Context: an optimization exercise on an open-source flow, tuned for small area, a short achievable clock period and few clock cycles. The choices shown serve that exercise and are no tape-out recipe.
In this exercise RTL edits were held to simulation tests only and were not proved equivalent to the original.
The clock input has no modelled driver; a real chip could not lean on it and would need a root buffer or a full tree.
Power and IR drop assume default switching activity.

==> design.v <==
module hcid_tlcorr (
    input  wire [7:0] c,
    output wire [7:0] t
);
    wire [4:0] k    = c[4:0];
    wire [3:0] d    = c[3:0];
    wire lr   = (c[7:6] == 2'b01) && (k != 5'd0) && (k <= 5'd26);   
    wire lo   = lr && c[5];                                           
    wire dig  = (c[7:4] == 4'b0011) && (d <= 4'd9);                   
    wire is_l = (k == 5'd12);                                         
    wire d39  = dig && (d >= 4'd3);
    wire era    = !(lr || dig);
    wire letter = !d39;
    wire upper  = letter && !(lo && !is_l);
    wire [4:0] sl  = is_l ? 5'd8 : (k < 5'd12) ? k - 5'd1 : k - 5'd2;
    wire [4:0] sd  = (d == 4'd0) ? 5'd13 : (d == 4'd1) ? 5'd8 : (d == 4'd2) ? 5'd24 : {1'b0, d} + 5'd22;
    wire [4:0] sym = lr ? sl : dig ? sd : 5'd0;
    assign t = {era, upper, letter, sym};
endmodule
module hcid_decoder (
    input  wire         clk,
    input  wire         rst,
    input  wire         in_valid,
    output wire         in_ready,
    input  wire [7:0]   in_char,
    output wire         out_valid,
    input  wire         out_ready,
    output wire [23:0]  out_prefix,      
    output wire [319:0] out_cw,          
    output wire [39:0]  out_bera,        
    output reg  [5:0]   out_count,       
    output reg          out_case_lost,   
    output reg          out_eof          
);
    reg  [7:0] a_c;          
    reg        a_v;
    reg  [5:0] idx;          
    reg        ov;           
    reg        rdy;          
    assign in_ready  = rdy;
    assign out_valid = ov;
    wire [7:0] a_t;          
    hcid_tlcorr u_tl (.c(a_c), .t(a_t));
    wire [4:0] sym    = a_t[4:0];
    wire       letter = a_t[5];
    wire       upper  = a_t[6];
    wire       era    = a_t[7];
    wire consume = a_v && !(ov && idx != 6'd0);
    wire accept  = in_valid && rdy;
    wire last    = (idx == 6'd62);
    wire [5:0] idx_n = consume ? (last ? 6'd0 : idx + 6'd1) : idx;
    wire ov_n   = (ov && !out_ready) || (consume && last);
    always @(posedge clk) begin
        if (accept) a_c <= in_char;
        if (rst) begin
            a_v <= 1'b0;
            idx <= 6'd0;
            ov  <= 1'b0;
            rdy <= 1'b1;
        end else begin
            a_v <= accept || (a_v && !consume);
            idx <= idx_n;
            ov  <= ov_n;
            rdy <= !(ov_n && idx_n != 6'd0);
        end
    end
    reg  [309:0] st;
    reg  [4:0]   p;
    reg  [1:0]   t2;
    reg          mk;         
    reg  [35:0]  be;         
    wire [2:0] lb    = {idx[2] ^ idx[0], idx[1], idx[0]};
    wire       emit  = lb[2] | (lb[1] & lb[0]);
    wire       mk_in = (lb != 3'd0) && mk;
    wire       mk_b  = mk_in || era;         
    wire       cw_b  = (idx >= 6'd5);        
    wire       zap   = emit && cw_b && mk_b;
    reg  [11:0] wmask;       
    integer j;
    always @* begin
        for (j = 0; j < 12; j = j + 1)
            wmask[j] = zap && (j + 3 >= lb) && (j <= lb + 4);
    end
    wire [11:0] win = {st[1:0], p, sym} & ~wmask;
    always @(posedge clk) begin
        if (consume) begin
            p  <= win[4:0];
            mk <= emit ? (lb != 3'd3 && era) : mk_b;
        end
        if (consume && idx != 6'd0)
            st <= {st[304:2], win[11:5]};
        if (consume && last)
            t2 <= win[4:3];
        if (consume && emit && cw_b)
            be <= {mk_b, be[35:1]};
    end
    reg  [3:0]  n;           
    reg         se;          
    reg  [31:0] cap;         
    reg  [3:0]  cbe;         
    reg  [2:0]  okr;         
    reg         zs, os;      
    reg         gz, go;      
    wire seg_start = (idx == 6'd3) || (idx == 6'd18) || (idx == 6'd33) || (idx == 6'd48);
    wire seg_end   = (idx == 6'd17) || (idx == 6'd32) || (idx == 6'd47) || last;
    wire [1:0] seg = (idx >= 6'd48) ? 2'd3 : (idx >= 6'd33) ? 2'd2 : (idx >= 6'd18) ? 2'd1 : 2'd0;
    wire in_seg    = (idx >= 6'd3);
    wire [3:0] n_in   = seg_start ? 4'd0 : n;
    wire       se_in  = seg_start ? 1'b0 : se;
    wire       take   = letter && !n_in[3];
    wire       se_out = se_in || era;
    wire       ok_out = (n_in[3] || (n_in[2:0] == 3'd7 && letter)) && !se_out;
    wire       zs_out = (seg_start || zs) && !(take && upper);
    wire       os_out = (seg_start || os) && !(take && !upper);
    wire [3:0] okv    = {ok_out, okr};
    wire       lost   = (gz && (zs_out || !ok_out)) || (go && (os_out || !ok_out));
    wire [3:0] cbe_f = {4{lost}} | ~okv | {3'b000, era};    
    integer g;
    always @(posedge clk) begin
        if (consume && in_seg) begin
            n  <= n_in + {3'd0, take};
            se <= se_out;
            zs <= zs_out;
            os <= os_out;
        end
        if (consume && idx == 6'd3) begin
            gz <= 1'b1;
            go <= 1'b1;
        end else if (consume && seg_end && !last && ok_out) begin
            gz <= gz && zs_out;
            go <= go && os_out;
        end
        for (g = 0; g < 4; g = g + 1) begin
            if (consume && last) begin
                if (cbe_f[g]) cap[8*g +: 8] <= 8'h00;
                else if (g == 3 && take) cap[8*g +: 8] <= {cap[8*g +: 7], upper};
            end else if (consume && in_seg && seg == g && take)
                cap[8*g +: 8] <= {cap[8*g +: 7], upper};
        end
        if (consume && seg_end && !last)
            okr[seg] <= ok_out;
        if (consume && last)
            cbe <= cbe_f;
    end
    wire       inc_b = emit && cw_b && mk_b;
    wire [2:0] npc   = {2'b00, ~okv[0] | era} + {2'b00, ~okv[1]} + {2'b00, ~okv[2]} + {2'b00, ~okv[3]};
    wire [2:0] ncap  = !last ? 3'd0 : lost ? 3'd4 : npc;
    wire [6:0] csum  = {out_count, inc_b} + {3'b000, ncap, inc_b};
    always @(posedge clk) begin
        if (consume) begin
            if (idx == 6'd1)
                out_count <= 6'd0;
            else
                out_count <= csum[6:1];
            if (last) begin
                out_case_lost <= lost;
                out_eof       <= |sym[2:0];
            end
        end
    end
    wire [311:0] full = {st, t2};
    genvar gj;
    generate
        for (gj = 0; gj < 39; gj = gj + 1) begin : g_full
            if (gj < 3) begin : g_p
                assign out_prefix[8*gj +: 8] = full[311 - 8*gj -: 8];
            end else begin : g_c
                assign out_cw[8*(gj-3) +: 8] = full[311 - 8*gj -: 8];
            end
        end
    endgenerate
    assign out_cw[319:288] = cap;
    assign out_bera   = {cbe, be};
endmodule
==> flow/run.sh <==
#!/bin/bash
set -euo pipefail
export BUFFER_PORTS_ARGS="-buffer_cell sky130_fd_sc_hd__buf_1"
export CTS_ARGS="-sink_clustering_enable -repair_clock_nets -sink_clustering_size 30 -sink_clustering_max_diameter 100 -buf_list sky130_fd_sc_hd__clkbuf_16 -dont_use_dummy_load"
export SETUP_SLACK_MARGIN=13.2
bash standard.sh BUFFER_PORTS_ARGS="$BUFFER_PORTS_ARGS" CTS_ARGS="$CTS_ARGS" SETUP_SLACK_MARGIN="$SETUP_SLACK_MARGIN" finish > orfs_flow.log 2>&1
==> standard.sh <==
#!/bin/bash
# synth_recipe.tcl (not shown) runs the flow's synth.tcl, then flattens the netlist and writes it again
# the make line also repeats each setting of config.mk as NAME=value (left out here)
make -C /OpenROAD-flow-scripts/flow DESIGN_CONFIG=/design/flow/config.mk WORK_HOME=/design/flow/orfs CLKGATE_MAP_FILE= SYNTH_SCRIPT=/design/flow/synth_recipe.tcl "${@:-finish}"
==> config.mk <==
export PLATFORM = sky130hd
export DESIGN_NAME = hcid_decoder
export DESIGN_NICKNAME = hcid_decoder
export VERILOG_FILES = /design/flow/design.v
export SDC_FILE = /design/flow/constraint.sdc
export NUM_CORES = 4
export LEC_CHECK = 0
export CAP_MARGIN = 20
export CORE_MARGIN = 2
export CORE_UTILIZATION = 60
export PLACE_DENSITY = 0.4
export SLEW_MARGIN = 20
==> constraint.sdc <==
create_clock -name core_clock -period 18.0 [get_ports {clk}]
set_input_delay 3.6000 -clock core_clock [delete_from_list [all_inputs] [get_ports {clk}]]
set_output_delay 3.6000 -clock core_clock [all_outputs]
set_load 0.01 [all_outputs]
==> results.toml, run 1 <==
[synth]
synthTopCellsByCount = "416 x edfxtp_1, 36 x and2_1, 33 x nand2_1"
synth_edf_count = 416
avgSynthCellArea_um2 = 19.9
synth_top_flop_cell = "edfxtp_1"
synth.largest_area_cell = "edfxtp_1"
async_flop_share_pct = 0
synth.distinct_cells = 59
netlist_top_cells_area = "edfxtp_1 85%, ha_1 1.9%, and2_1 1.5%, dfxtp_1 1.5%, nand2_1 0.84%"
synth_seq_area_share_pct = 86.2
ys_seq_elements = 427
synth_most_common_cell = "edfxtp_1"
yosys.area.top_type_share_pct = 84.7
synth_area_um2 = 14700
synth_warnings = 1
synth_fp_nets = 776
synthCells = 740

[timing]
setup_tns_ps = 0
finalCritPeriodShare_pct = 26.4
rsz0062_at_grt = "no"
setup_viol = 0
slew_violations = 0
period_needed_ps = 4750
maxSlewHeadroom_pct = 30.5
max_freq_mhz = 211
max_slew.worst_pin.slew_ps = 1040
fin_skew_ps = 65.9
final-hold-violation-count = 0
worst_slack_ps = 13250

[critical_path]
critPathMaxStageDelay_ps = 390
cp_data_required_time_ps = 14400
end_kind = "output pin"
cp_top_family = "flip-flops"
arrival_ps = 1150
cp-start-kind = "flop"
worst_path_max_delay_cell = "edfxtp_1"
cp_max_fo = 3
worstSetupPathType = "flop to output pin"
worst-path-buf-inv = 1
cp_cell_sequence = "buf_1"

[power_and_ir_drop]
p_clk_share_pct = 27.9
switching_power_mw = 0.310
ir_drop_v = 0.0000978
power.leakage_nw = 5.21
internal-power_mw = 1.29
p_per_area_nw_per_um2 = 93.4
switching_share_pct = 19.3
seqPwrFrac_pct = 69.0
p_comb_share_pct = 3.2
power.total_mw = 1.60

[clocking]
cts_tree = "done"
cts_buffer_depth = 3
clock_latency_ps = 520
root_buffer = "clkbuf_16"
cts_hold_buf = 0
clk_pin_slew_ps = 110
cts_sinks = 427
htreeDepth = 1
cts_buffers = 18

[finish]
drive_above_1_share_pct = 4.49
design_area_um2 = 17200
nFillCells = 1639
area_growth_pct = 16.3
final_nets = 1195
diodes = 0

[grt]
grt_pass1_wl_mm = 44.3
grt_max_degree = 199
grt_usage_pct = 22.7
grt-ovfl-total = 0
antenna_found_initial = 0
grt_pass1_vias = 7261

[route]
wl_per_cell_um = 20.7
wirelength_mm = 30.6
drc = 0
vias = 7967
ant_nets = 0
drtIter0Drc = 865
avgViaCountPerCell = 5.38
firstDrtPassIters = 7

[place]
dp_hpwl_mm = 22.4
place_area_um2 = 16700
place_ws_ps = 13410
gp_congestion = 0.867
portBuffers = 405

[outcome]
status = "complete, no violations"

[die]
rows = 57
die_w_um = 161
start_util_pct = 60.8
die_h_um = 161
dieArea_um2 = 25800
top_level_ports = 406
fp.coreArea_um2 = 24200

[flow_run]
cap_violations = 0

[worst_hold_path]
hold_class = "flop to flop"
## what timing repair did
item,in CTS,in global routing
setup endpoints to repair,2,201
buffers inserted,2,0
gates resized for setup,1,4
## path summary, 6_finish.rpt
path | startpoint | end | slack (ps) | depth (start not counted)
min reg2reg | st[66] | st[71] | 390 | 0
min | st[66] | st[71] | 390 | 0
max | out_count[0] | out_count[0] | 13250 | 1
max reg2reg | idx[4] | st[259] | 13610 | 6
## sequential cells by signal, summed over array words and instances, names as in the netlist, 2 cells and up
name,cells
be,36
cbe,4
cap,32
t2,2
out_count,6
a_c,8
p,5
idx,6
okr,3
n,4
st,310
## final cells by class
cell class	count	area [µm²]	area share, %
Inverter	22	85.1	0.496
Multi-Input combinational cell	277	1900	11.1
Tap cell	324	405	2.36
Sequential cell	427	12700	74.1
Clock buffer	18	450	2.63
Timing Repair Buffer	413	1600	9.34
## stage by stage
step	cells	hold slack [ps]	utilization, %
after floorplan	740	465	-
after global placement	1461	429	68.8
after detailed placement	1461	429	68.8
after CTS	1481	391	70.7
after global routing	1481	395	70.7
final	1481	389	70.7
## per-layer routing
layer,GRT usage (%),share of wire (%)
met5,0,0
met4,7.10,3.0
met3,5.99,8.3
met2,38.0,50
met1,29.7,39
## layout by cell type, fill, tap and decap left out, drive strengths merged, types with 6 or more instances in the layout
master	synthesis	layout
a21oi	22	22
and2	36	36
and3	8	8
buf	8	410
clkbuf	6	21
dfxtp	11	11
edfxtp	416	416
ha	22	22
inv	22	22
nand2	33	33
nand2b	6	6
nand3	14	14
nor2	28	28
nor3	9	9
o21a	9	9
o21ai	22	22
## logic make-up (layout without fill, tap and decap cells)
family	Yosys count	count (layout)	synth area share [%]
adder cells (fa/ha/maj)	24	24	2.14
multiplexers	4	4	0.280
AND/OR/NAND/NOR	148	148	5.35
buffers and inverters	36	453	1.07
AO/OA/AOI/OAI	95	95	4.61
XOR/XNOR	6	6	0.356
flip-flops	427	427	86.2
## power groups by stage
stage          clock [mW]  combinational (mW)  sequential (mW)
2_1_floorplan           0              0.0280             1.13
3_3_place_gp            0              0.0499             1.13
3_5_place_dp            0              0.0501             1.13
4_1_cts             0.460              0.0507             1.11
5_1_grt             0.487              0.0556             1.11
6_report            0.446              0.0505             1.11
Testbench counts, summed over its fixed seeds: cycles 75,624.
==> inputs of run 2 (changes only) <==
--- a/config.mk
+++ b/config.mk
@@ -10,3 +10,5 @@
 export CORE_UTILIZATION = 60
-export PLACE_DENSITY = 0.4
+export CTS_BUF_LIST = sky130_fd_sc_hd__clkbuf_8
+export CTS_CLUSTER_DIAMETER = 55
+export CTS_CLUSTER_SIZE = 16
 export SLEW_MARGIN = 20
==> run 2 against run 1 <==
Still clean on timing, DRC and antenna. First-iteration DRC count is the same. Critical path depth is the same. Sequential power about the same. Synthesized cell count did not move. Sequential share of layout area unchanged. Via count is the same. Hold slack stayed put. Register-to-register slack about the same. Core utilization is the same. Cell count unchanged. Clock skew unchanged. Setup slack did not move. Largest power group unchanged.
==> results.toml, run 2 <==
[place]
dp_hpwl_mm = 22.4
gp_congestion = 0.867
place_ws_ps = 13410
placed_cells = 1461
place_area_um2 = 16700
portBuffers = 405

[finish]
final_nets = 1195
area_growth_pct = 16.3
drive_above_1_share_pct = 4.49
design_area_um2 = 17200
largest_reg_flops = 310
reg_top3 = "st: 310 flops, be: 36 flops, cap: 32 flops"
largest-register = "st"
layout_commonest_cell = "edfxtp_1"
diodes = 0
mostFrequentLayoutCells = "416 x edfxtp_1, 401 x buf_1, 36 x and2_1, 33 x nand2_1, 27 x nor2_1"
fin_cells = 1481
final_util_pct = 70.7

[critical_path]
cp_top_family = "flip-flops"
arrival_ps = 1150
worst_path_max_delay_cell = "edfxtp_1"
worstSetupPathType = "flop to output pin"
cp_cell_sequence = "buf_1"
cp_max_fo = 3
critPathMaxStageDelay_ps = 390
cp_data_required_time_ps = 14400
end_kind = "output pin"
reg2reg_depth = 6
crit_start = "out_count[0]"
reg2reg_from = "idx[4]"
cp-start-kind = "flop"
regToRegSetupSlack_ps = 13610
r2r_end = "st[259]"
worst-path-buf-inv = 1
crit_end = "out_count[0]"
crit_cells = 1

[timing]
rsz0062_at_grt = "no"
max_slew.worst_pin.slew_ps = 1040
finalCritPeriodShare_pct = 26.4
fin_skew_ps = 65.9
maxSlewHeadroom_pct = 30.5
setup_tns_ps = 0
final-hold-violation-count = 0
period_needed_ps = 4750
slew_violations = 0
hold_slack_ps = 389
setup_viol = 0
max_freq_mhz = 211
worst_slack_ps = 13250

[clocking]
clk_pin_slew_ps = 110
root_buffer = "clkbuf_16"
cts_sinks = 427
cts_buffer_depth = 3
cts_buffers = 18
clock_latency_ps = 520
cts_tree = "done"
htreeDepth = 1

[route]
vias = 7967
drtIter0Drc = 865
wirelength_mm = 30.6
avgViaCountPerCell = 5.38
firstDrtPassIters = 7
ant_nets = 0
wl_per_cell_um = 20.7
drc = 0

[synth]
avgSynthCellArea_um2 = 19.9
synth_top_flop_cell = "edfxtp_1"
netlist_top_cells_area = "edfxtp_1 85%, ha_1 1.9%, and2_1 1.5%, dfxtp_1 1.5%, nand2_1 0.84%"
synth_most_common_cell = "edfxtp_1"
synth_seq_area_share_pct = 86.2
yosys.area.top_type_share_pct = 84.7
synthCells = 740
ys_seq_elements = 427
synth_area_um2 = 14700
synth_warnings = 1
synth.distinct_cells = 59
synth_fp_nets = 776
async_flop_share_pct = 0
synth_edf_count = 416
synth.largest_area_cell = "edfxtp_1"
synthTopCellsByCount = "416 x edfxtp_1, 36 x and2_1, 33 x nand2_1"

[worst_hold_path]
hold_class = "flop to flop"

[grt]
grt_usage_pct = 22.7
grt-ovfl-total = 0
grt_pass1_vias = 7261
antenna_found_initial = 0
grt_pass1_wl_mm = 44.3
grt_max_degree = 199

[die]
dieArea_um2 = 25800
fp.coreArea_um2 = 24200
die_h_um = 161
rows = 57
die_w_um = 161
top_level_ports = 406
start_util_pct = 60.8

[power_and_ir_drop]
power.total_mw = 1.60
p_per_area_nw_per_um2 = 93.4
ir_drop_v = 0.0000978
power.leakage_nw = 5.21

[flow_run]
cap_violations = 0

[outcome]
status = "complete, no violations"
==> run 2: cell counts after synthesis <==
No cell type changed its count.
==> run 2: where the power goes <==
group          internal [mW]  total, mW  switching (mW)
Combinational         0.0151     0.0505          0.0354
Clock                  0.181      0.446           0.265
Sequential              1.10       1.11         0.00887
==> run 2: cells by family (layout without fill, tap and decap cells) <==
family	Yosys count	in the layout	synth area share, %
flops	427	427	86.2
simple gates	148	148	5.35
compound gates	95	95	4.61
buf+inv	36	453	1.07
fa+ha+maj	24	24	2.14
xor+xnor	6	6	0.356
mux	4	4	0.280
==> run 2: worst min-delay path by stage <==
stage                     slack [ps]     from      end  depth (start not counted)
after floorplan                  460       gz       gz                          2
after global placement           430  st[304]  st[309]                          0
after detailed placement         430   st[33]   st[38]                          0
after CTS                        390   st[66]   st[71]                          0
after global routing             390   st[66]   st[71]                          0
final                            390   st[66]   st[71]                          0
==> run 2: layer usage <==
metal,part of all wire (%),track usage [%],wire length [µm],vias up
met5,0,0,0,-
met4,3.0,7.10,924,0
met3,8.3,5.99,2540,48
met2,50,38.0,15200,327
met1,39,29.7,12000,3931
li1,-,-,-,3661
==> run 2: layout make-up <==
type | instances | area (µm²)
Inverter | 22 | 85.1
Tap cell | 324 | 405
Clock buffer | 18 | 450
Multi-Input combinational cell | 277 | 1900
Timing Repair Buffer | 413 | 1600
Sequential cell | 427 | 12700
Fill cell | 1639 | 7100
==> run 2: what timing repair did <==
action | 4_1_cts | 5_1_grt
setup endpoints to repair | 2 | 201
setup buffers | 2 | 0
cloned | 0 | 0
resized for setup | 1 | 4
hold buffers | 0 | 0
==> inputs of run 3 (changes only) <==
==> flow/run.sh (replaced) <==
#!/bin/bash
set -euo pipefail
export BUFFER_PORTS_ARGS="-buffer_cell sky130_fd_sc_hd__buf_1"
export CTS_ARGS="-sink_clustering_enable -repair_clock_nets -sink_clustering_size 28 -sink_clustering_max_diameter 90 -root_buf sky130_fd_sc_hd__clkbuf_16 -buf_list sky130_fd_sc_hd__clkbuf_16 -dont_use_dummy_load"
export SETUP_SLACK_MARGIN=13.2
bash standard.sh BUFFER_PORTS_ARGS="$BUFFER_PORTS_ARGS" CTS_ARGS="$CTS_ARGS" SETUP_SLACK_MARGIN="$SETUP_SLACK_MARGIN" finish > orfs_flow.log 2>&1
--- a/config.mk
+++ b/config.mk
@@ -10,5 +10,2 @@
 export CORE_UTILIZATION = 60
-export CTS_BUF_LIST = sky130_fd_sc_hd__clkbuf_8
-export CTS_CLUSTER_DIAMETER = 55
-export CTS_CLUSTER_SIZE = 16
 export SLEW_MARGIN = 20
==> run 3 against run 2 <==
Power increased by 0.76%. Setup slack lost 5.0 ps. Via count rose by 0.43%. Die area unchanged. Routed wire length grew 0.96%. Critical path depth unchanged. Largest power group unchanged.
==> results.toml, run 3 <==
[grt]
met3_usage_pct = 5.84
met1_usage_pct = 29.7
grt_usage_pct = 22.9
grt-ovfl-total = 0
grt_pass1_vias = 7264
grt_max_degree = 199
antenna_found_initial = 0
grt_pass1_wl_mm = 44.7
grt_busiest_layer = "met2"
use_met2_pct = 38.3

[place]
dp_hpwl_mm = 22.4
place_area_um2 = 16700
portBuffers = 405
gp_congestion = 0.867

[synth]
synthCells = 740
synth.largest_area_cell = "edfxtp_1"
synth_fp_nets = 776
async_flop_share_pct = 0
ys_seq_elements = 427
synth.distinct_cells = 59
yosys.area.top_type_share_pct = 84.7
synth_area_um2 = 14700
synth_edf_count = 416
synth_top_flop_cell = "edfxtp_1"
synthTopCellsByCount = "416 x edfxtp_1, 36 x and2_1, 33 x nand2_1"
avgSynthCellArea_um2 = 19.9
synth_most_common_cell = "edfxtp_1"
synth_warnings = 1
netlist_top_cells_area = "edfxtp_1 85%, ha_1 1.9%, and2_1 1.5%, dfxtp_1 1.5%, nand2_1 0.84%"
synth_seq_area_share_pct = 86.2

[clocking]
htreeDepth = 1
cts_sinks = 427
cts_buffer_depth = 3
root_buffer = "clkbuf_16"
cts_hold_buf = 0
cts_buffers = 19
clock_latency_ps = 530
clk_pin_slew_ps = 100
cts_tree = "done"

[timing]
finalCritPeriodShare_pct = 26.4
maxSlewHeadroom_pct = 34.8
max_freq_mhz = 210
setup_tns_ps = 0
period_needed_ps = 4760
fin_skew_ps = 54.7
rsz0062_at_grt = "no"
slew_violations = 0
setup_viol = 0
hold_slack_ps = 422
max_slew.worst_pin.slew_ps = 976
final-hold-violation-count = 0

[route]
ant_nets = 0
vias = 8001
wirelength_mm = 30.9
avgViaCountPerCell = 5.40
wl_per_cell_um = 20.9
drtIter0Drc = 791
drc = 0
firstDrtPassIters = 7

[finish]
largest_reg_flops = 310
layout_commonest_cell = "edfxtp_1"
mostFrequentLayoutCells = "416 x edfxtp_1, 401 x buf_1, 36 x and2_1, 33 x nand2_1, 27 x nor2_1"
final_util_pct = 70.8
final_nets = 1196
drive_above_1_share_pct = 4.58
diodes = 0
reg_top3 = "st: 310 flops, be: 36 flops, cap: 32 flops"
largest-register = "st"
area_growth_pct = 16.5
design_area_um2 = 17200

[die]
die_w_um = 161
dieArea_um2 = 25800
start_util_pct = 60.8
die_h_um = 161
fp.coreArea_um2 = 24200
rows = 57
top_level_ports = 406

[critical_path]
critPathMaxStageDelay_ps = 390
cp_data_required_time_ps = 14400
cp_top_family = "flip-flops"
cp-start-kind = "flop"
arrival_ps = 1160
cp_cell_sequence = "buf_1"
worst-path-buf-inv = 1
cp_max_fo = 3
worst_path_max_delay_cell = "edfxtp_1"
end_kind = "output pin"
worstSetupPathType = "flop to output pin"

[power_and_ir_drop]
p_clk_share_pct = 28.4
internal-power_mw = 1.30
power.total_mw = 1.61
p_comb_share_pct = 3.1
seqPwrFrac_pct = 68.5
p_per_area_nw_per_um2 = 94.0
ir_drop_v = 0.0000812
switching_power_mw = 0.313
power.leakage_nw = 5.22
switching_share_pct = 19.4

[outcome]
status = "complete, no violations"

[flow_run]
cap_violations = 0

[worst_hold_path]
hold_class = "flop to flop"
## run 3: power by group through the flow
stage | Clock (mW) | Combinational (mW) | Sequential, mW
after floorplan | 0 | 0.0280 | 1.13
after global placement | 0 | 0.0499 | 1.13
after detailed placement | 0 | 0.0501 | 1.13
after CTS | 0.473 | 0.0507 | 1.11
after global routing | 0.501 | 0.0556 | 1.11
final | 0.459 | 0.0505 | 1.11
## run 3: what timing repair did
action	in CTS	in global routing
buffers inserted	2	0
gates resized for setup	1	4
hold endpoints to repair	0	0
endpoints found under the setup margin	2	201
## run 3: stage by stage
stage | worst slack (ps) | cells
2_1_floorplan | 11190 | 740
3_3_place_gp | 13490 | 1461
3_5_place_dp | 13410 | 1461
4_1_cts | 13210 | 1482
5_1_grt | 13200 | 1482
6_report | 13240 | 1482
## run 3: final timing paths
kind | cells past startpoint | slack (ps) | endpoint | startpoint
worst min-delay path | 0 | 420 | st[71] | st[66]
worst min register to register | 0 | 420 | st[71] | st[66]
worst max-delay path | 1 | 13240 | out_count[0] | out_count[0]
worst max register to register | 6 | 13700 | st[58] | idx[4]
## run 3: kinds of logic (layout without fill, tap and decap cells)
| family | Yosys count | in the layout | synth area share (%) |
|---|---|---|---|
| simple gates | 148 | 148 | 5.35 |
| compound gates | 95 | 95 | 4.61 |
| mux | 4 | 4 | 0.280 |
| buf+inv | 36 | 454 | 1.07 |
| xor+xnor | 6 | 6 | 0.356 |
| fa+ha+maj | 24 | 24 | 2.14 |
| flops | 427 | 427 | 86.2 |
## run 3: final cells by class
cell class | count | area (µm²)
well taps | 324 | 405
clock buffers | 19 | 475
inverters | 22 | 85.1
repair buffers | 413 | 1600
fillers | 1635 | 7070
multi-input cells | 277 | 1900
flip-flops and latches | 427 | 12700
## run 3: routing by layer
metal	up-vias	share of wire [%]
met1	3942	39
met3	57	8.3
met2	336	50
li1	3666	-
met5	-	0
met4	0	3.3
==> inputs of run 4 (changes only) <==
==> flow/run.sh (replaced) <==
#!/bin/bash
set -euo pipefail
export BUFFER_PORTS_ARGS="-buffer_cell sky130_fd_sc_hd__buf_1"
export CTS_ARGS="-sink_clustering_enable -repair_clock_nets -sink_clustering_size 30 -sink_clustering_max_diameter 100 -buf_list sky130_fd_sc_hd__clkbuf_16 -dont_use_dummy_load -sink_clustering_levels 1"
export SETUP_SLACK_MARGIN=13.2
bash standard.sh BUFFER_PORTS_ARGS="$BUFFER_PORTS_ARGS" CTS_ARGS="$CTS_ARGS" SETUP_SLACK_MARGIN="$SETUP_SLACK_MARGIN" finish > orfs_flow.log 2>&1
==> run 4 against run 3 <==
Flip-flop and latch count unchanged. Register-to-register slack worse by 90 ps. Synthesized cell count unchanged. Cell area down 0.15%. Maximum frequency up 0.11%. Via count down 0.42%. Sequential power about the same. Synthesized area unchanged. Core utilization down 0.10 points. Die area unchanged. First-iteration DRC count up 9.4%. Sequential share of layout area up 0.11 points. Critical path type unchanged.
==> results.toml, run 4 <==
[place]
place_ws_ps = 13410
gp_congestion = 0.867
dp_hpwl_mm = 22.4
portBuffers = 405

[synth]
synth_fp_nets = 776
synth_seq_area_share_pct = 86.2
async_flop_share_pct = 0
netlist_top_cells_area = "edfxtp_1 85%, ha_1 1.9%, and2_1 1.5%, dfxtp_1 1.5%, nand2_1 0.84%"
synth_edf_count = 416
synth_most_common_cell = "edfxtp_1"
synth_top_flop_cell = "edfxtp_1"
synth_area_um2 = 14700
synth.largest_area_cell = "edfxtp_1"
synthTopCellsByCount = "416 x edfxtp_1, 36 x and2_1, 33 x nand2_1"
synth_warnings = 1
synth.distinct_cells = 59
ys_seq_elements = 427
yosys.area.top_type_share_pct = 84.7
synthCells = 740
avgSynthCellArea_um2 = 19.9

[die]
die_h_um = 161
dieArea_um2 = 25800
die_w_um = 161
fp.coreArea_um2 = 24200
start_util_pct = 60.8
rows = 57
top_level_ports = 406

[finish]
drive_above_1_share_pct = 4.49
nFillCells = 1639
layout_commonest_cell = "edfxtp_1"
reg_top3 = "st: 310 flops, be: 36 flops, cap: 32 flops"
area_growth_pct = 16.3
final_nets = 1195
largest-register = "st"
diodes = 0
largest_reg_flops = 310
mostFrequentLayoutCells = "416 x edfxtp_1, 401 x buf_1, 36 x and2_1, 33 x nand2_1, 27 x nor2_1"

[critical_path]
cp_data_required_time_ps = 14400
arrival_ps = 1150
worst-path-buf-inv = 1
reg2reg_depth = 6
reg2reg_from = "idx[4]"
worstSetupPathType = "flop to output pin"
worst_path_max_delay_cell = "edfxtp_1"
cp-start-kind = "flop"
cp_max_fo = 3
regToRegSetupSlack_ps = 13610
r2r_end = "st[259]"
critPathMaxStageDelay_ps = 390
cp_cell_sequence = "buf_1"
cp_top_family = "flip-flops"
end_kind = "output pin"

[clocking]
clk_pin_slew_ps = 110
cts_sinks = 427
cts_buffers = 18
cts_tree = "done"
htreeDepth = 1
root_buffer = "clkbuf_16"
cts_buffer_depth = 3
clock_latency_ps = 520

[timing]
slew_violations = 0
max_freq_mhz = 211
maxSlewHeadroom_pct = 30.5
worst_slack_ps = 13250
rsz0062_at_grt = "no"
setup_tns_ps = 0
finalCritPeriodShare_pct = 26.4
hold_slack_ps = 389
final-hold-violation-count = 0
setup_viol = 0
fin_skew_ps = 65.9
max_slew.worst_pin.slew_ps = 1040
period_needed_ps = 4750

[route]
firstDrtPassIters = 7
wirelength_mm = 30.6
drc = 0
ant_nets = 0
wl_per_cell_um = 20.7
avgViaCountPerCell = 5.38
drtIter0Drc = 865
vias = 7967

[worst_hold_path]
min_from = "st[66]"
hold_end = "st[71]"
hold_depth = 0
hold_class = "flop to flop"

[power_and_ir_drop]
power.total_mw = 1.60
ir_drop_v = 0.0000978
p_per_area_nw_per_um2 = 93.4
power.leakage_nw = 5.21

[grt]
met1_usage_pct = 29.7
grt_usage_pct = 22.7
grt_pass1_wl_mm = 44.3
antenna_found_initial = 0
grt_busiest_layer = "met2"
use_met2_pct = 38.0
met3_usage_pct = 5.99
grt_max_degree = 199
grt-ovfl-total = 0
grt_pass1_vias = 7261

[flow_run]
cap_violations = 0

[outcome]
status = "complete, no violations"
run 4: worst max-delay path by stage:
stage / from / end / slack [ps] / cells after the start
after floorplan: idx[2] / st[0] / 11190 / 6
after global placement: idx[4] / st[308] / 13490 / 6
after detailed placement: idx[4] / st[193] / 13410 / 6
after CTS: st[84] / out_cw[206] / 13230 / 1
after global routing: st[262] / out_cw[16] / 13200 / 1
final: out_count[0] / out_count[0] / 13250 / 1
run 4: kinds of logic after synthesis:
group,share of synthesized area [%]
AND/OR/NAND/NOR,5.35
buffers and inverters,1.07
multiplexers,0.280
adder cells (fa/ha/maj),2.14
XOR/XNOR,0.356
flip-flops,86.2
AO/OA/AOI/OAI,4.61
run 4: routing by layer:
metal / up-vias / routed length [µm]
met3: 48 / 2540
met5: - / 0
met2: 327 / 15200
met4: 0 / 924
li1: 3661 / -
met1: 3931 / 12000
run 4: what timing repair did:
item / 4_1_cts / 5_1_grt
buffers inserted: 2 / 0
hold buffers: 0 / 0
pin swaps: 0 / 0
gates resized for setup: 1 / 4
gates cloned: 0 / 0
endpoints found under the setup margin: 2 / 201
run 4: area by class of cell:
type	instances	area (µm²)	area share [%]
inverter	22	85.1	0.496
tap	324	405	2.36
timing repair buffer	413	1600	9.34
sequential	427	12700	74.1
clock buffer	18	450	2.63
multi-input combinational	277	1900	11.1
run 4: where the power goes:
part           leakage (nW)  internal (mW)  switching (mW)
clock network         0.222          0.181           0.265
registers              3.62           1.10         0.00887
logic                  1.37         0.0151          0.0354
run 4: worst register-to-register path, delay by kind of cell (launching register included):
family	cells	cell delay [ps]
flops	1	500
buf+inv	2	1390
compound gates	2	1190
simple gates	2	710
run 4: through the flow:
stage | area [µm²] | instances | utilization [%]
after floorplan | 14800 | 740 | -
after global placement | 16700 | 1461 | 68.8
after detailed placement | 16700 | 1461 | 68.8
after CTS | 17100 | 1481 | 70.7
after global routing | 17200 | 1481 | 70.7
final | 17200 | 1481 | 70.7
==> inputs of run 5 (changes only) <==
==> flow/run.sh (replaced) <==
#!/bin/bash
set -euo pipefail
export BUFFER_PORTS_ARGS="-buffer_cell sky130_fd_sc_hd__buf_1"
export CTS_ARGS="-sink_clustering_enable -repair_clock_nets -sink_clustering_size 30 -sink_clustering_max_diameter 100 -buf_list sky130_fd_sc_hd__clkbuf_16 -dont_use_dummy_load -num_static_layers 1"
export SETUP_SLACK_MARGIN=13.2
bash standard.sh BUFFER_PORTS_ARGS="$BUFFER_PORTS_ARGS" CTS_ARGS="$CTS_ARGS" SETUP_SLACK_MARGIN="$SETUP_SLACK_MARGIN" finish > orfs_flow.log 2>&1
==> run 5 against run 4 <==
Still clean on timing, DRC and antenna. Maximum frequency hardly changed. Sequential power barely moved. Via count about the same. Setup slack barely moved. Global-route usage is the same. Register-to-register slack hardly changed. Routed wire length hardly changed. Critical path type unchanged.
==> results.toml, run 5 <==
[power_and_ir_drop]
switching_share_pct = 19.3
internal-power_mw = 1.29
p_clk_share_pct = 27.9
switching_power_mw = 0.310
p_comb_share_pct = 3.2
ir_drop_v = 0.0000978
seqPwrFrac_pct = 69.0
p_per_area_nw_per_um2 = 93.4
power.leakage_nw = 5.21

[synth]
synth-compound-area-share_pct = 4.61
synth_seq_area_share_pct = 86.2
synthTopCellsByCount = "416 x edfxtp_1, 36 x and2_1, 33 x nand2_1"
synth-adder-area-share_pct = 2.14
synthCells = 740
avgSynthCellArea_um2 = 19.9
synth_fp_nets = 776
synth_warnings = 1
synth_xor_xnor_area_share_pct = 0.356
async_flop_share_pct = 0
yosys.area_share.simple_pct = 5.35
netlist_top_cells_area = "edfxtp_1 85%, ha_1 1.9%, and2_1 1.5%, dfxtp_1 1.5%, nand2_1 0.84%"
synth_top_family_by_area = "simple AND/OR/NAND/NOR gates"
synth_area_um2 = 14700
yosys.area.top_type_share_pct = 84.7
synth.distinct_cells = 59
synth_top_flop_cell = "edfxtp_1"
synth_mux_area_share_pct = 0.280
ys_seq_elements = 427
synth_edf_count = 416
synth_most_common_cell = "edfxtp_1"
synth.largest_area_cell = "edfxtp_1"

[timing]
final-hold-violation-count = 0
setup_tns_ps = 0
max_freq_mhz = 210
period_needed_ps = 4750
worst_slack_ps = 13250
max_slew.worst_pin.slew_ps = 1040
finalCritPeriodShare_pct = 26.4
slew_violations = 0
maxSlewHeadroom_pct = 30.5
fin_skew_ps = 65.9
setup_viol = 0
rsz0062_at_grt = "no"

[finish]
fin_cells = 1481
design_area_um2 = 17200
largest-register = "st"
drive_above_1_share_pct = 4.49
diodes = 0
reg_top3 = "st: 310 flops, be: 36 flops, cap: 32 flops"
mostFrequentLayoutCells = "416 x edfxtp_1, 401 x buf_1, 36 x and2_1, 33 x nand2_1, 27 x nor2_1"
area_growth_pct = 16.3
layout_commonest_cell = "edfxtp_1"
largest_reg_flops = 310
final_util_pct = 70.7
final_nets = 1195

[grt]
met1_usage_pct = 29.7
grt_busiest_layer = "met2"
grt-ovfl-total = 0
grt_max_degree = 199
use_met2_pct = 38.0
antenna_found_initial = 0
grt_pass1_vias = 7261
grt_usage_pct = 22.7
met3_usage_pct = 5.99
grt_pass1_wl_mm = 44.3

[clocking]
htreeDepth = 1
clock_latency_ps = 520
cts_buffers = 18
cts_sinks = 427
cts_buffer_depth = 3
cts_hold_buf = 0
root_buffer = "clkbuf_16"
cts_tree = "done"
clk_pin_slew_ps = 110

[critical_path]
worst-path-buf-inv = 1
arrival_ps = 1150
cp-start-kind = "flop"
cp_data_required_time_ps = 14400
end_kind = "output pin"
cp_cell_sequence = "buf_1"
cp_max_fo = 3
regToRegSetupSlack_ps = 13610
crit_end = "out_count[0]"
worstSetupPathType = "flop to output pin"
critPathMaxStageDelay_ps = 390
reg2reg_depth = 6
worst_path_max_delay_cell = "edfxtp_1"
reg2reg_from = "idx[4]"
crit_start = "out_count[0]"
cp_top_family = "flip-flops"
crit_cells = 1
r2r_end = "st[259]"

[die]
dieArea_um2 = 25800
die_w_um = 161
top_level_ports = 406
fp.coreArea_um2 = 24200
rows = 57
die_h_um = 161
start_util_pct = 60.8

[place]
place_ws_ps = 13410
dp_hpwl_mm = 22.4
placed_cells = 1461
place_area_um2 = 16700
portBuffers = 405
gp_congestion = 0.867

[flow_run]
cap_violations = 0

[route]
avgViaCountPerCell = 5.38
drtIter0Drc = 865
firstDrtPassIters = 7
wirelength_mm = 30.6
ant_nets = 0
drc = 0
wl_per_cell_um = 20.7
vias = 7971

[outcome]
status = "complete, no violations"

[worst_hold_path]
hold_depth = 0
hold_class = "flop to flop"
-- run 5: cell counts in the layout (fill, tap and decap cells not counted) --
Identical to the previous run, type by type.
-- run 5: power groups by stage --
| stage | Clock (mW) | Combinational [mW] | Sequential, mW |
|---|---|---|---|
| final | 0.446 | 0.0505 | 1.11 |
| after global routing | 0.487 | 0.0556 | 1.11 |
| after CTS | 0.460 | 0.0507 | 1.11 |
| after detailed placement | 0 | 0.0501 | 1.13 |
| after global placement | 0 | 0.0499 | 1.13 |
| after floorplan | 0 | 0.0280 | 1.13 |
-- run 5: repair_timing --
item,4_1_cts,5_1_grt
setup endpoints to repair,2,201
endpoints found under the hold margin,0,0
buffers inserted,2,0
gates resized for setup,1,4
-- run 5: cell families after synthesis --
logic type | Yosys count
XOR/XNOR | 6
AO/OA/AOI/OAI | 95
flip-flops | 427
multiplexers | 4
AND/OR/NAND/NOR | 148
buffers and inverters | 36
adder cells (fa/ha/maj) | 24
-- run 5: stage by stage --
step / power [mW] / hold slack, ps
after floorplan: 1.16 / 465
after global placement: 1.18 / 429
after detailed placement: 1.18 / 429
after CTS: 1.62 / 391
after global routing: 1.65 / 395
final: 1.60 / 389
-- run 5: final cells by class --
class,count,area (µm²)
Fill cell,1637,7100
Timing Repair Buffer,413,1600
Sequential cell,427,12700
Inverter,22,85.1
Tap cell,324,405
Clock buffer,18,450
Multi-Input combinational cell,277,1900
-- run 5: worst min path at each step --
stage,start,to,slack [ps]
3_5_place_dp,st[33],st[38],430
5_1_grt,st[66],st[71],390
3_3_place_gp,st[304],st[309],430
4_1_cts,st[66],st[71],390
2_1_floorplan,gz,gz,460
6_report,st[66],st[71],390
-- run 5: metal layers --
| layer | wire length [µm] | up-vias |
|---|---|---|
| met1 | 12000 | 3931 |
| met5 | 0 | - |
| met2 | 15200 | 330 |
| li1 | - | 3661 |
| met4 | 930 | 0 |
| met3 | 2540 | 49 |
==> inputs of run 6 (changes only) <==
==> flow/run.sh (replaced) <==
#!/bin/bash
# Own layout flow: the standard ORFS flow (standard.sh, unchanged
# synthesis, floorplan, power grid, placement, routing), with three
# changes to how the layout is made:
#  - the port buffers that global placement inserts on every input and
#    output are sky130_fd_sc_hd__buf_1 instead of the cell buffer_ports
#    picks by itself (a 10 um2 delay buffer);
#  - clock tree synthesis clusters up to 30 flip-flops per clkbuf_16 leaf
#    buffer and inserts no dummy loads;
set -euo pipefail
export BUFFER_PORTS_ARGS="-buffer_cell sky130_fd_sc_hd__buf_1"
export CTS_ARGS="-sink_clustering_enable -repair_clock_nets -sink_clustering_size 30 -sink_clustering_max_diameter 100 -buf_list sky130_fd_sc_hd__clkbuf_16 -dont_use_dummy_load"
export SETUP_SLACK_MARGIN=13.2
bash standard.sh BUFFER_PORTS_ARGS="$BUFFER_PORTS_ARGS" CTS_ARGS="$CTS_ARGS" SETUP_SLACK_MARGIN="$SETUP_SLACK_MARGIN" finish > orfs_flow.log 2>&1
--- a/config.mk
+++ b/config.mk
@@ -9,3 +9,3 @@
 export CORE_MARGIN = 2
-export CORE_UTILIZATION = 60
+export CORE_UTILIZATION = 55
 export SLEW_MARGIN = 20
==> run 6 against run 5 <==
Combinational power is essentially flat. Core utilization shrank 5.3 points. Critical endpoint is now out_cw[283]. Still clean on timing, DRC and antenna. Routed wire length grew 3.8%. Sequential power is essentially flat. Die area grew 8.9%. Synthesized area is the same. Count of clock-buffer cells in the layout is the same. Cell count grew 0.54%. Largest power group unchanged. Setup slack lost 35 ps.
==> results.toml, run 6 <==
[outcome]
status = "complete, no violations"

[route]
ant_nets = 0
met2_length_mm = 15.6
drtIter0Drc = 811
wl_per_cell_um = 21.4
firstDrtPassIters = 5
drc = 0
m1WireLength_mm = 12.7
vias = 8031
wirelength_mm = 31.8
avgViaCountPerCell = 5.39
dr_wl_met3_mm = 2.49
highest_layer = "met4"

[synth]
synth_area_um2 = 14700
netlist_top_cells_area = "edfxtp_1 85%, ha_1 1.9%, and2_1 1.5%, dfxtp_1 1.5%, nand2_1 0.84%"
synth.largest_area_cell = "edfxtp_1"
synthCells = 740
synth_seq_area_share_pct = 86.2
synthTopCellsByCount = "416 x edfxtp_1, 36 x and2_1, 33 x nand2_1"
yosys.area.top_type_share_pct = 84.7
avgSynthCellArea_um2 = 19.9
synth_most_common_cell = "edfxtp_1"
synth_edf_count = 416
synth_warnings = 1
synth.distinct_cells = 59
synth_top_flop_cell = "edfxtp_1"
async_flop_share_pct = 0
ys_seq_elements = 427
synth_fp_nets = 776

[critical_path]
worstSetupPathType = "flop to output pin"
worst-path-buf-inv = 1
cp_max_fo = 2
cp_top_family = "flip-flops"
critPathMaxStageDelay_ps = 490
cp-start-kind = "flop"
cp_cell_sequence = "clkbuf_2"
worst_path_max_delay_cell = "edfxtp_1"
end_kind = "output pin"
arrival_ps = 1190
cp_data_required_time_ps = 14400

[finish]
largest_reg_flops = 310
mostFrequentLayoutCells = "416 x edfxtp_1, 400 x buf_1, 36 x and2_1, 33 x nand2_1, 27 x nor2_1"
layout_commonest_cell = "edfxtp_1"
area_growth_pct = 16.2
reg_top3 = "st: 310 flops, be: 36 flops, cap: 32 flops"
largest-register = "st"
diodes = 0
drive_above_1_share_pct = 4.33
regArea_um2 = 12700
multiInputGateArea_um2 = 1900
final_nets = 1192
nFillCells = 1929
design_area_um2 = 17100

[timing]
fin_skew_ps = 31.6
setup_tns_ps = 0
hold_slack_ps = 419
rsz0062_at_grt = "yes"
slew_violations = 0
final-hold-violation-count = 0
period_needed_ps = 4790
maxSlewHeadroom_pct = 29.9
max_freq_mhz = 209
setup_viol = 0
finalCritPeriodShare_pct = 26.6
max_slew.worst_pin.slew_ps = 1050

[power_and_ir_drop]
p_per_area_nw_per_um2 = 93.6
power.leakage_nw = 5.19
ir_drop_v = 0.0000753

[place]
gp_congestion = 0.845
place_area_um2 = 16700
dp_hpwl_mm = 23.4
portBuffers = 405

[clocking]
htreeDepth = 1
cts_sinks = 427
clock_latency_ps = 510
cts_buffers = 18
cts_buffer_depth = 3
cts_hold_buf = 0
root_buffer = "clkbuf_16"
clk_pin_slew_ps = 110
cts_tree = "done"

[die]
start_util_pct = 56.3
die_w_um = 168
top_level_ports = 406
die_h_um = 168
rows = 59
fp.coreArea_um2 = 26200
dieArea_um2 = 28100

[grt]
grt_max_degree = 203
grt_pass1_vias = 7252
grt_pass1_wl_mm = 46.6
grt_usage_pct = 22.0
grt-ovfl-total = 0
antenna_found_initial = 0

[flow_run]
cap_violations = 0

[worst_hold_path]
hold_class = "flop to flop"
-- run 6: cell counts after synthesis --
Identical to the previous run, type by type.
-- run 6: per-stage QoR --
stage | util, % | worst slack [ps] | instances | power [mW]
final | 65.4 | 13210 | 1489 | 1.60
after floorplan | - | 11190 | 740 | 1.16
after global placement | 63.6 | 13670 | 1469 | 1.18
after CTS | 65.4 | 13200 | 1489 | 1.62
after detailed placement | 63.6 | 13640 | 1469 | 1.18
after global routing | 65.4 | 13180 | 1489 | 1.66
-- run 6: per-layer routing --
metal	track usage, %	vias up
li1	-	3654
met1	30.3	4013
met2	35.2	312
met3	5.51	52
met4	6.58	0
met5	0	-
-- run 6: layout make-up --
class / instances / area share, %
clock buffer: 18 / 2.63
inverter: 22 / 0.496
multi-input combinational: 277 / 11.1
sequential: 427 / 74.2
tap: 335 / 2.45
timing repair buffer: 410 / 9.20
-- run 6: cell families after synthesis --
family | Yosys count | synth area share [%]
AO/OA/AOI/OAI | 95 | 4.61
adder cells (fa/ha/maj) | 24 | 2.14
buffers and inverters | 36 | 1.07
multiplexers | 4 | 0.280
XOR/XNOR | 6 | 0.356
AND/OR/NAND/NOR | 148 | 5.35
flip-flops | 427 | 86.2
-- run 6: where the power goes --
group	internal, mW	switching (mW)
Combinational	0.0151	0.0358
Sequential	1.10	0.00884
Clock	0.181	0.267
-- run 6: what timing repair did --
| action | in CTS | in global routing |
|---|---|---|
| buffers inserted | 2 | 0 |
| endpoints found under the setup margin | 3 | 4 |
| resized for setup | 2 | 3 |
| cloned | 0 | 0 |
-- run 6: path summary, 6_finish.rpt --
path / from / end / slack, ps / cells past startpoint
worst max-delay path: st[1] / out_cw[283] / 13210 / 1
worst max register to register: a_c[2] / out_count[5] / 13650 / 18
worst min-delay path: st[151] / st[156] / 420 / 0
worst min register to register: st[151] / st[156] / 420 / 0
==> inputs of run 7 (changes only) <==
--- a/config.mk
+++ b/config.mk
@@ -9,3 +9,3 @@
 export CORE_MARGIN = 2
-export CORE_UTILIZATION = 55
+export CORE_UTILIZATION = 60
 export SLEW_MARGIN = 20
==> run 7 against run 6 <==
Non-clock buffer count is 3 higher. Sequential share of layout area barely moved. Core utilization rose by 5.3 points. Via count fell by 0.80%. Flip-flop and latch count unchanged. Setup slack better by 35 ps. Highest routed layer unchanged.
==> results.toml, run 7 <==
[timing]
period_needed_ps = 4750
final-hold-violation-count = 0
rsz0062_at_grt = "no"
max_slew.worst_pin.slew_ps = 1040
finalCritPeriodShare_pct = 26.4
setup_tns_ps = 0
max_freq_mhz = 211
maxSlewHeadroom_pct = 30.5
slew_violations = 0
fin_skew_ps = 65.9
setup_viol = 0

[die]
start_util_pct = 60.8
top_level_ports = 406
dieArea_um2 = 25800
fp.coreArea_um2 = 24200
die_h_um = 161
die_w_um = 161
rows = 57

[clocking]
clock_latency_ps = 520
cts_tree = "done"
clk_pin_slew_ps = 110
cts_sinks = 427
cts_buffers = 18
root_buffer = "clkbuf_16"
htreeDepth = 1
cts_hold_buf = 0
cts_buffer_depth = 3

[synth]
synth_warnings = 1
synthCells = 740
synth.largest_area_cell = "edfxtp_1"
ys_seq_elements = 427
synth_seq_area_share_pct = 86.2
avgSynthCellArea_um2 = 19.9
synth_most_common_cell = "edfxtp_1"
synth_edf_count = 416
netlist_top_cells_area = "edfxtp_1 85%, ha_1 1.9%, and2_1 1.5%, dfxtp_1 1.5%, nand2_1 0.84%"
async_flop_share_pct = 0
synth.distinct_cells = 59
yosys.area.top_type_share_pct = 84.7
synth_area_um2 = 14700
synthTopCellsByCount = "416 x edfxtp_1, 36 x and2_1, 33 x nand2_1"
synth_top_flop_cell = "edfxtp_1"
synth_fp_nets = 776

[critical_path]
cp-start-kind = "flop"
cp_top_family = "flip-flops"
worst-path-buf-inv = 1
worst_path_max_delay_cell = "edfxtp_1"
crit_cells = 1
worstSetupPathType = "flop to output pin"
end_kind = "output pin"
reg2reg_depth = 6
cp_max_fo = 3
cp_data_required_time_ps = 14400
arrival_ps = 1150
cp_cell_sequence = "buf_1"
critPathMaxStageDelay_ps = 390

[worst_hold_path]
hold_depth = 0
hold_class = "flop to flop"

[finish]
largest-register = "st"
diodes = 0
area_growth_pct = 16.3
drive_above_1_share_pct = 4.49
final_util_pct = 70.7
final_nets = 1195
reg_top3 = "st: 310 flops, be: 36 flops, cap: 32 flops"
mostFrequentLayoutCells = "416 x edfxtp_1, 401 x buf_1, 36 x and2_1, 33 x nand2_1, 27 x nor2_1"
layout_commonest_cell = "edfxtp_1"
largest_reg_flops = 310

[route]
avgViaCountPerCell = 5.38
vias = 7967
firstDrtPassIters = 7
wirelength_mm = 30.6
wl_per_cell_um = 20.7
drc = 0
ant_nets = 0
drtIter0Drc = 865

[grt]
grt_pass1_vias = 7261
grt_max_degree = 199
antenna_found_initial = 0
grt-ovfl-total = 0
grt_usage_pct = 22.7
grt_pass1_wl_mm = 44.3

[power_and_ir_drop]
power.leakage_nw = 5.21
p_per_area_nw_per_um2 = 93.4
ir_drop_v = 0.0000978

[outcome]
status = "complete, no violations"

[flow_run]
cap_violations = 0

[place]
dp_hpwl_mm = 22.4
portBuffers = 405
gp_congestion = 0.867
==> run 7: stage by stage <==
step	instance area (µm²)	cells	hold WS, ps	setup slack, ps	power [mW]
final	17200	1481	389	13250	1.60
after global routing	17200	1481	395	13200	1.65
after CTS	17100	1481	391	13230	1.62
after detailed placement	16700	1461	429	13410	1.18
after global placement	16700	1461	429	13490	1.18
after floorplan	14800	740	465	11190	1.16
==> run 7: logic make-up after synthesis <==
| kind of cell | count (synthesis) | synth area share [%] |
|---|---|---|
| AOI/OAI and AO/OA | 95 | 4.61 |
| muxes | 4 | 0.280 |
| DFF | 427 | 86.2 |
| adders and majority gates | 24 | 2.14 |
| and+or+nand+nor | 148 | 5.35 |
| xor gates and xnor gates | 6 | 0.356 |
| buffers and inverters | 36 | 1.07 |
==> run 7: layout make-up <==
| cell class | count | area, µm² |
|---|---|---|
| inverters | 22 | 85.1 |
| repair buffers | 413 | 1600 |
| well taps | 324 | 405 |
| multi-input cells | 277 | 1900 |
| flip-flops and latches | 427 | 12700 |
| fillers | 1639 | 7100 |
| clock buffers | 18 | 450 |
==> run 7: metal layers <==
layer  share of wire, %  track usage (%)  routed length, µm  up-vias
li1                   -                -                  -     3661
met2                 50             38.0              15200      327
met1                 39             29.7              12000     3931
met4                3.0             7.10                924        0
met5                  0                0                  0        -
met3                8.3             5.99               2540       48
==> run 7: worst paths after layout <==
path,slack (ps),start,to
max,13250,out_count[0],out_count[0]
min,390,st[66],st[71]
max reg2reg,13610,idx[4],st[259]
min reg2reg,390,st[66],st[71]
==> run 7: what timing repair did <==
action	in CTS	in global routing
setup buffers	2	0
gates resized for setup	1	4
setup endpoints to repair	2	201
==> run 7: power by group <==
part	internal, mW	total [mW]	switching [mW]
Combinational	0.0151	0.0505	0.0354
Clock	0.181	0.446	0.265
Sequential	1.10	1.11	0.00887
==> inputs of run 8 (changes only) <==
--- a/flow/run.sh
+++ b/flow/run.sh
@@ -9,2 +9,4 @@
 #    buffer and inserts no dummy loads;
+#  - after clock tree synthesis, flow/flat_clock.tcl takes out the tree's
+#    middle level, so the leaf clock buffers hang directly off the root;
 set -euo pipefail
@@ -13,2 +15,3 @@
 export SETUP_SLACK_MARGIN=13.2
-bash standard.sh BUFFER_PORTS_ARGS="$BUFFER_PORTS_ARGS" CTS_ARGS="$CTS_ARGS" SETUP_SLACK_MARGIN="$SETUP_SLACK_MARGIN" finish > orfs_flow.log 2>&1
+export POST_CTS_TCL="$PWD/flow/flat_clock.tcl"
+bash standard.sh BUFFER_PORTS_ARGS="$BUFFER_PORTS_ARGS" CTS_ARGS="$CTS_ARGS" SETUP_SLACK_MARGIN="$SETUP_SLACK_MARGIN" POST_CTS_TCL="$POST_CTS_TCL" finish > orfs_flow.log 2>&1
==> flow/flat_clock.tcl (new file) <==
# POST_CTS hook: take out the clock tree's middle level. Every clock buffer
# driven by the root buffer hands its loads to the root buffer's net and is
# removed, so the leaf buffers hang directly off the root: one buffer less
# between the clock port and every flip-flop (the same for all of them).
set block [ord::get_db_block]
set clk_net [$block findNet clk]
set root ""
foreach it [$clk_net getITerms] {
  if {[$it isInputSignal] || [[$it getMTerm] getName] eq "A"} {
    set root [$it getInst]
  }
}
if {$root eq ""} { error "flat_clock: no root clock buffer" }
set root_net [[$root findITerm X] getNet]
puts "flat_clock: root [$root getName] drives [$root_net getName]"
set removed 0
foreach it [$root_net getITerms] {
  set inst [$it getInst]
  if {$inst eq $root} continue
  set master [[$inst getMaster] getName]
  if {![string match "sky130_fd_sc_hd__clkbuf_*" $master]} continue
  set onet [[$inst findITerm X] getNet]
  foreach lt [$onet getITerms] {
    if {[$lt getInst] eq $inst} continue
    $lt disconnect
    $lt connect $root_net
  }
  $it disconnect
  [$inst findITerm X] disconnect
  odb::dbInst_destroy $inst
  odb::dbNet_destroy $onet
  incr removed
}
puts "flat_clock: removed $removed middle-level clock buffers"
estimate_parasitics -placement
report_clock_skew
==> run 8 against run 7 <==
Combinational power barely moved. Cell count fell by 0.14%. Setup slack improved by 34 ps. Synthesized area did not move. Synthesized cell count did not move. Non-clock buffer count did not move. First-iteration DRC count rose by 7.9%. Largest cell class unchanged. Register-to-register slack improved by 100 ps. Sequential power barely moved. Largest power group unchanged. Cell area fell by 0.31%.
==> results.toml, run 8 <==
[critical_path]
cp_data_required_time_ps = 14400
cp_max_fo = 2
regToRegSetupSlack_ps = 13710
worstSetupPathType = "flop to output pin"
reg2reg_depth = 18
critPathMaxStageDelay_ps = 370
cp_cell_sequence = "buf_1"
r2r_end = "out_count[5]"
worst-path-buf-inv = 1
arrival_ps = 1120
cp-start-kind = "flop"
end_kind = "output pin"
cp_top_family = "flip-flops"
reg2reg_from = "a_c[2]"
worst_path_max_delay_cell = "edfxtp_1"

[route]
drtIter0Drc = 933
wirelength_mm = 30.7
firstDrtPassIters = 6
avgViaCountPerCell = 5.40
drc = 0
vias = 7984
ant_nets = 0
wl_per_cell_um = 20.8

[die]
top_level_ports = 406
start_util_pct = 60.8
rows = 57
die_h_um = 161
fp.coreArea_um2 = 24200
die_w_um = 161
dieArea_um2 = 25800

[timing]
max_freq_mhz = 212
max_slew.worst_pin.slew_ps = 979
maxSlewHeadroom_pct = 34.6
fin_skew_ps = 62.8
setup_tns_ps = 0
rsz0062_at_grt = "no"
slew_violations = 0
finalCritPeriodShare_pct = 26.2
setup_viol = 0
final-hold-violation-count = 0
period_needed_ps = 4720

[grt]
grt_pass1_vias = 7260
grt-ovfl-total = 0
grt_usage_pct = 23.5
grt_pass1_wl_mm = 44.2
grt_max_degree = 199
antenna_found_initial = 0

[finish]
design_area_um2 = 17100
final_nets = 1193
area_growth_pct = 15.9
layout_commonest_cell = "edfxtp_1"
diodes = 0
fin_cells = 1479
nFillCells = 1644
final_util_pct = 70.5
largest-register = "st"
largest_reg_flops = 310
multiInputGateArea_um2 = 1900
mostFrequentLayoutCells = "416 x edfxtp_1, 404 x buf_1, 36 x and2_1, 33 x nand2_1, 27 x nor2_1"
regArea_um2 = 12700
drive_above_1_share_pct = 4.07
reg_top3 = "st: 310 flops, be: 36 flops, cap: 32 flops"

[synth]
ys_seq_elements = 427
yosys.area.top_type_share_pct = 84.7
synth_most_common_cell = "edfxtp_1"
synth_fp_nets = 776
synthCells = 740
synth_warnings = 1
synth_seq_area_share_pct = 86.2
netlist_top_cells_area = "edfxtp_1 85%, ha_1 1.9%, and2_1 1.5%, dfxtp_1 1.5%, nand2_1 0.84%"
synth_edf_count = 416
async_flop_share_pct = 0
synth.largest_area_cell = "edfxtp_1"
synth_top_flop_cell = "edfxtp_1"
synth_area_um2 = 14700
synthTopCellsByCount = "416 x edfxtp_1, 36 x and2_1, 33 x nand2_1"
avgSynthCellArea_um2 = 19.9
synth.distinct_cells = 59

[place]
portBuffers = 405
dp_hpwl_mm = 22.4
placed_cells = 1461
place_area_um2 = 16700
gp_congestion = 0.867

[clocking]
clock_latency_ps = 490
clk_pin_slew_ps = 110
cts_sinks = 427

[worst_hold_path]
hold_class = "flop to flop"
hold_end = "st[71]"
min_from = "st[66]"
hold_depth = 0

[flow_run]
cap_violations = 0

[power_and_ir_drop]
power.total_mw = 1.58
ir_drop_v = 0.0000975
power.leakage_nw = 5.17
p_per_area_nw_per_um2 = 92.1

[outcome]
status = "complete, no violations"
[run 8: cell counts after synthesis]
Identical to the previous run, type by type.
[run 8: cells by family (layout without fill, tap and decap cells)]
logic type      count (synthesis)  count (layout)  synth area share, %
mux                             4               4                0.280
flops                         427             427                 86.2
compound gates                 95              95                 4.61
xor+xnor                        6               6                0.356
buf+inv                        36             451                 1.07
fa+ha+maj                      24              24                 2.14
simple gates                  148             148                 5.35
[run 8: through the flow]
step / hold WS [ps] / worst slack [ps]
2_1_floorplan: 465 / 11190
3_3_place_gp: 429 / 13490
3_5_place_dp: 429 / 13410
5_1_grt: 394 / 13220
6_report: 389 / 13280
[run 8: per-layer routing]
metal	vias to the layer above	global-route usage, %	routed length (µm)
met1	3954	29.7	12000
met3	42	8.52	2590
met4	0	8.40	823
met5	-	0	0
li1	3658	-	-
met2	330	38.0	15300
[run 8: how the worst max path moves through the flow]
stage / startpoint / to / slack, ps / depth (start not counted)
after floorplan: idx[2] / st[0] / 11190 / 6
after global placement: idx[4] / st[308] / 13490 / 6
after detailed placement: idx[4] / st[193] / 13410 / 6
after global routing: st[89] / out_cw[195] / 13220 / 1
final: st[84] / out_cw[206] / 13280 / 1
[run 8: area by class of cell]
| cell class | count | share of cell area (%) |
|---|---|---|
| Tap cell | 324 | 2.37 |
| Inverter | 22 | 0.498 |
| Multi-Input combinational cell | 277 | 11.1 |
| Sequential cell | 427 | 74.4 |
| Clock buffer | 16 | 2.34 |
| Timing Repair Buffer | 413 | 9.35 |
[run 8: power breakdown]
| group | switching [mW] | internal, mW | total, mW | leakage [nW] |
|---|---|---|---|---|
| registers | 0.00893 | 1.10 | 1.11 | 3.62 |
| clock network | 0.260 | 0.159 | 0.419 | 0.197 |
| logic | 0.0354 | 0.0150 | 0.0505 | 1.36 |
==> inputs of run 9 (changes only) <==
--- a/flow/flat_clock.tcl
+++ b/flow/flat_clock.tcl
@@ -1,5 +1,7 @@
-# POST_CTS hook: take out the clock tree's middle level. Every clock buffer
+# POST_CTS hook: reshape the clock tree into two levels. Every clock buffer
 # driven by the root buffer hands its loads to the root buffer's net and is
-# removed, so the leaf buffers hang directly off the root: one buffer less
-# between the clock port and every flip-flop (the same for all of them).
+# removed, so the leaf buffers hang directly off the root; then the leaf
+# buffers are split by position into two halves and the second half gets a
+# root buffer of its own, also driven by the clock port (2 port loads).
+# Every flip-flop sees the same two buffers between it and the clock port.
 set block [ord::get_db_block]
@@ -8,5 +10,3 @@
 foreach it [$clk_net getITerms] {
-  if {[$it isInputSignal] || [[$it getMTerm] getName] eq "A"} {
-    set root [$it getInst]
-  }
+  if {[[$it getMTerm] getName] eq "A"} { set root [$it getInst] }
 }
@@ -34,2 +34,40 @@
 puts "flat_clock: removed $removed middle-level clock buffers"
+
+# split the leaves into two halves by x
+set loads {}
+foreach it [$root_net getITerms] {
+  if {[$it getInst] eq $root} continue
+  set loc [[$it getInst] getLocation]
+  lappend loads [list [lindex $loc 0] [lindex $loc 1] $it]
+}
+set loads [lsort -integer -index 0 $loads]
+set n [llength $loads]
+set half [expr {$n / 2}]
+set g1 [lrange $loads 0 [expr {$half - 1}]]
+set g2 [lrange $loads $half end]
+proc centroid {g} {
+  set sx 0; set sy 0
+  foreach e $g { set sx [expr {$sx + [lindex $e 0]}]; set sy [expr {$sy + [lindex $e 1]}] }
+  return [list [expr {$sx / [llength $g]}] [expr {$sy / [llength $g]}]]
+}
+set master [$root getMaster]
+set root2 [odb::dbInst_create $block $master "clkbuf_0b_clk"]
+set net2 [odb::dbNet_create $block "clknet_0b_clk"]
+$net2 setSigType CLOCK
+[$root2 findITerm A] connect $clk_net
+[$root2 findITerm X] connect $net2
+foreach e $g2 {
+  set it [lindex $e 2]
+  $it disconnect
+  $it connect $net2
+}
+set c1 [centroid $g1]
+set c2 [centroid $g2]
+$root setLocation [lindex $c1 0] [lindex $c1 1]
+$root2 setLocation [lindex $c2 0] [lindex $c2 1]
+$root2 setPlacementStatus PLACED
+$root setPlacementStatus PLACED
+puts "flat_clock: [llength $g1] leaves on [$root getName], [llength $g2] on [$root2 getName]"
+detailed_placement
+check_placement -verbose
 estimate_parasitics -placement
==> run 9 against run 8 <==
Still clean. Critical path depth unchanged. Clock skew up 1.6 ps. Hold slack worse by 3.1 ps. Cell area up 0.15%. Die area unchanged. Cell count about the same. Register-to-register slack worse by 130 ps. Global-route usage down 0.45 points. Combinational power about the same. Core utilization up 0.10 points. Power up 0.80%. Largest power group unchanged. Highest routed layer unchanged.
==> results.toml, run 9 <==
[grt]
grt_pass1_wl_mm = 44.2
grt_pass1_vias = 7249
grt_max_degree = 199
grt-ovfl-total = 0
antenna_found_initial = 0
grt_usage_pct = 23.0

[finish]
area_growth_pct = 16.1
reg_top3 = "st: 310 flops, be: 36 flops, cap: 32 flops"
drive_above_1_share_pct = 4.15
largest-register = "st"
mostFrequentLayoutCells = "416 x edfxtp_1, 404 x buf_1, 36 x and2_1, 33 x nand2_1, 27 x nor2_1"
multiInputGateArea_um2 = 1900
diodes = 0
regArea_um2 = 12700
layout_commonest_cell = "edfxtp_1"
final_nets = 1194
largest_reg_flops = 310
nFillCells = 1638
final_util_pct = 70.6

[power_and_ir_drop]
internal-power_mw = 1.28
switching_share_pct = 19.2
p_clk_share_pct = 27.2
power.leakage_nw = 5.19
switching_power_mw = 0.305
p_per_area_nw_per_um2 = 92.7
seqPwrFrac_pct = 69.6
p_comb_share_pct = 3.2
ir_drop_v = 0.0000981

[route]
wl_per_cell_um = 20.7
firstDrtPassIters = 5
drc = 0
vias = 7997
drtIter0Drc = 831
avgViaCountPerCell = 5.40
ant_nets = 0
wirelength_mm = 30.7

[critical_path]
cp-start-kind = "flop"
cp_max_fo = 2
end_kind = "output pin"
arrival_ps = 1020
cp_data_required_time_ps = 14400
reg2reg_from = "idx[4]"
worst_path_max_delay_cell = "edfxtp_1"
worst-path-buf-inv = 1
worstSetupPathType = "flop to output pin"
critPathMaxStageDelay_ps = 360
cp_top_family = "flip-flops"
crit_start = "st[89]"
cp_cell_sequence = "buf_1"

[synth]
synth.largest_area_cell = "edfxtp_1"
synth_top_family_by_area = "simple AND/OR/NAND/NOR gates"
synthCells = 740
synth_seq_area_share_pct = 86.2
synth.distinct_cells = 59
synth_most_common_cell = "edfxtp_1"
netlist_top_cells_area = "edfxtp_1 85%, ha_1 1.9%, and2_1 1.5%, dfxtp_1 1.5%, nand2_1 0.84%"
async_flop_share_pct = 0
synth-compound-area-share_pct = 4.61
yosys.area_share.simple_pct = 5.35
synth_warnings = 1
synth_mux_area_share_pct = 0.280
synth_area_um2 = 14700
synth_edf_count = 416
synth_top_flop_cell = "edfxtp_1"
ys_seq_elements = 427
synthTopCellsByCount = "416 x edfxtp_1, 36 x and2_1, 33 x nand2_1"
avgSynthCellArea_um2 = 19.9
synth_fp_nets = 776
synth_xor_xnor_area_share_pct = 0.356
synth-adder-area-share_pct = 2.14
yosys.area.top_type_share_pct = 84.7

[die]
die_w_um = 161
fp.coreArea_um2 = 24200
top_level_ports = 406
rows = 57
die_h_um = 161
start_util_pct = 60.8
dieArea_um2 = 25800

[timing]
setup_viol = 0
slew_violations = 0
final-hold-violation-count = 0
setup_tns_ps = 0
max_slew.worst_pin.slew_ps = 1130
max_freq_mhz = 216
period_needed_ps = 4620
fin_skew_ps = 64.4
finalCritPeriodShare_pct = 25.7
rsz0062_at_grt = "no"
hold_slack_ps = 386
maxSlewHeadroom_pct = 24.6

[flow_run]
cap_violations = 0

[worst_hold_path]
min_from = "st[66]"
hold_class = "flop to flop"

[clocking]
clk_pin_slew_ps = 110
clock_latency_ps = 380
cts_sinks = 427

[place]
dp_hpwl_mm = 22.4
gp_congestion = 0.867
portBuffers = 405

[outcome]
status = "complete, no violations"
run 9: cell counts after synthesis:
Identical to the previous run, type by type.
run 9: area by class of cell, without the clock buffers:
type                       instances  share of cell area [%]
tap                              324                    2.37
inverter                          22                   0.497
sequential                       427                    74.2
multi-input combinational        277                    11.1
buffer                             1                   0.146
timing repair buffer             413                    9.33
run 9: kinds of logic (layout without fill, tap and decap cells):
group	count (synthesis)	after routing
xor gates and xnor gates	6	6
AOI/OAI and AO/OA	95	95
muxes	4	4
and+or+nand+nor	148	148
DFF	427	427
adders and majority gates	24	24
buffers and inverters	36	452
run 9: layer usage:
metal,vias up,part of all wire (%),wire length [µm],global-route usage [%]
met5,-,0,0,0
met4,0,2.9,898,8.24
met3,44,8.3,2560,6.64
met2,335,50,15400,38.0
met1,3959,39,11900,29.7
li1,3659,-,-,-
run 9: metrics by stage:
step | power [mW] | setup slack (ps) | instances | instance area [µm²]
global route | 1.63 | 13260 | 1480 | 17100
global placement | 1.18 | 13490 | 1461 | 16700
detailed placement | 1.18 | 13410 | 1461 | 16700
finish | 1.59 | 13380 | 1480 | 17100
floorplan | 1.16 | 11190 | 740 | 14800
run 9: power by group through the flow:
stage / logic (mW) / clock network, mW / registers [mW]
after global routing: 0.0556 / 0.471 / 1.11
after detailed placement: 0.0501 / 0 / 1.13
after floorplan: 0.0280 / 0 / 1.13
final: 0.0504 / 0.432 / 1.11
after global placement: 0.0499 / 0 / 1.13
run 9: path summary, 6_finish.rpt:
check	end	slack, ps	cells past startpoint
worst min register to register	st[71]	390	0
worst max-delay path	out_cw[195]	13380	1
worst max register to register	st[33]	13580	6
worst min-delay path	st[71]	390	0
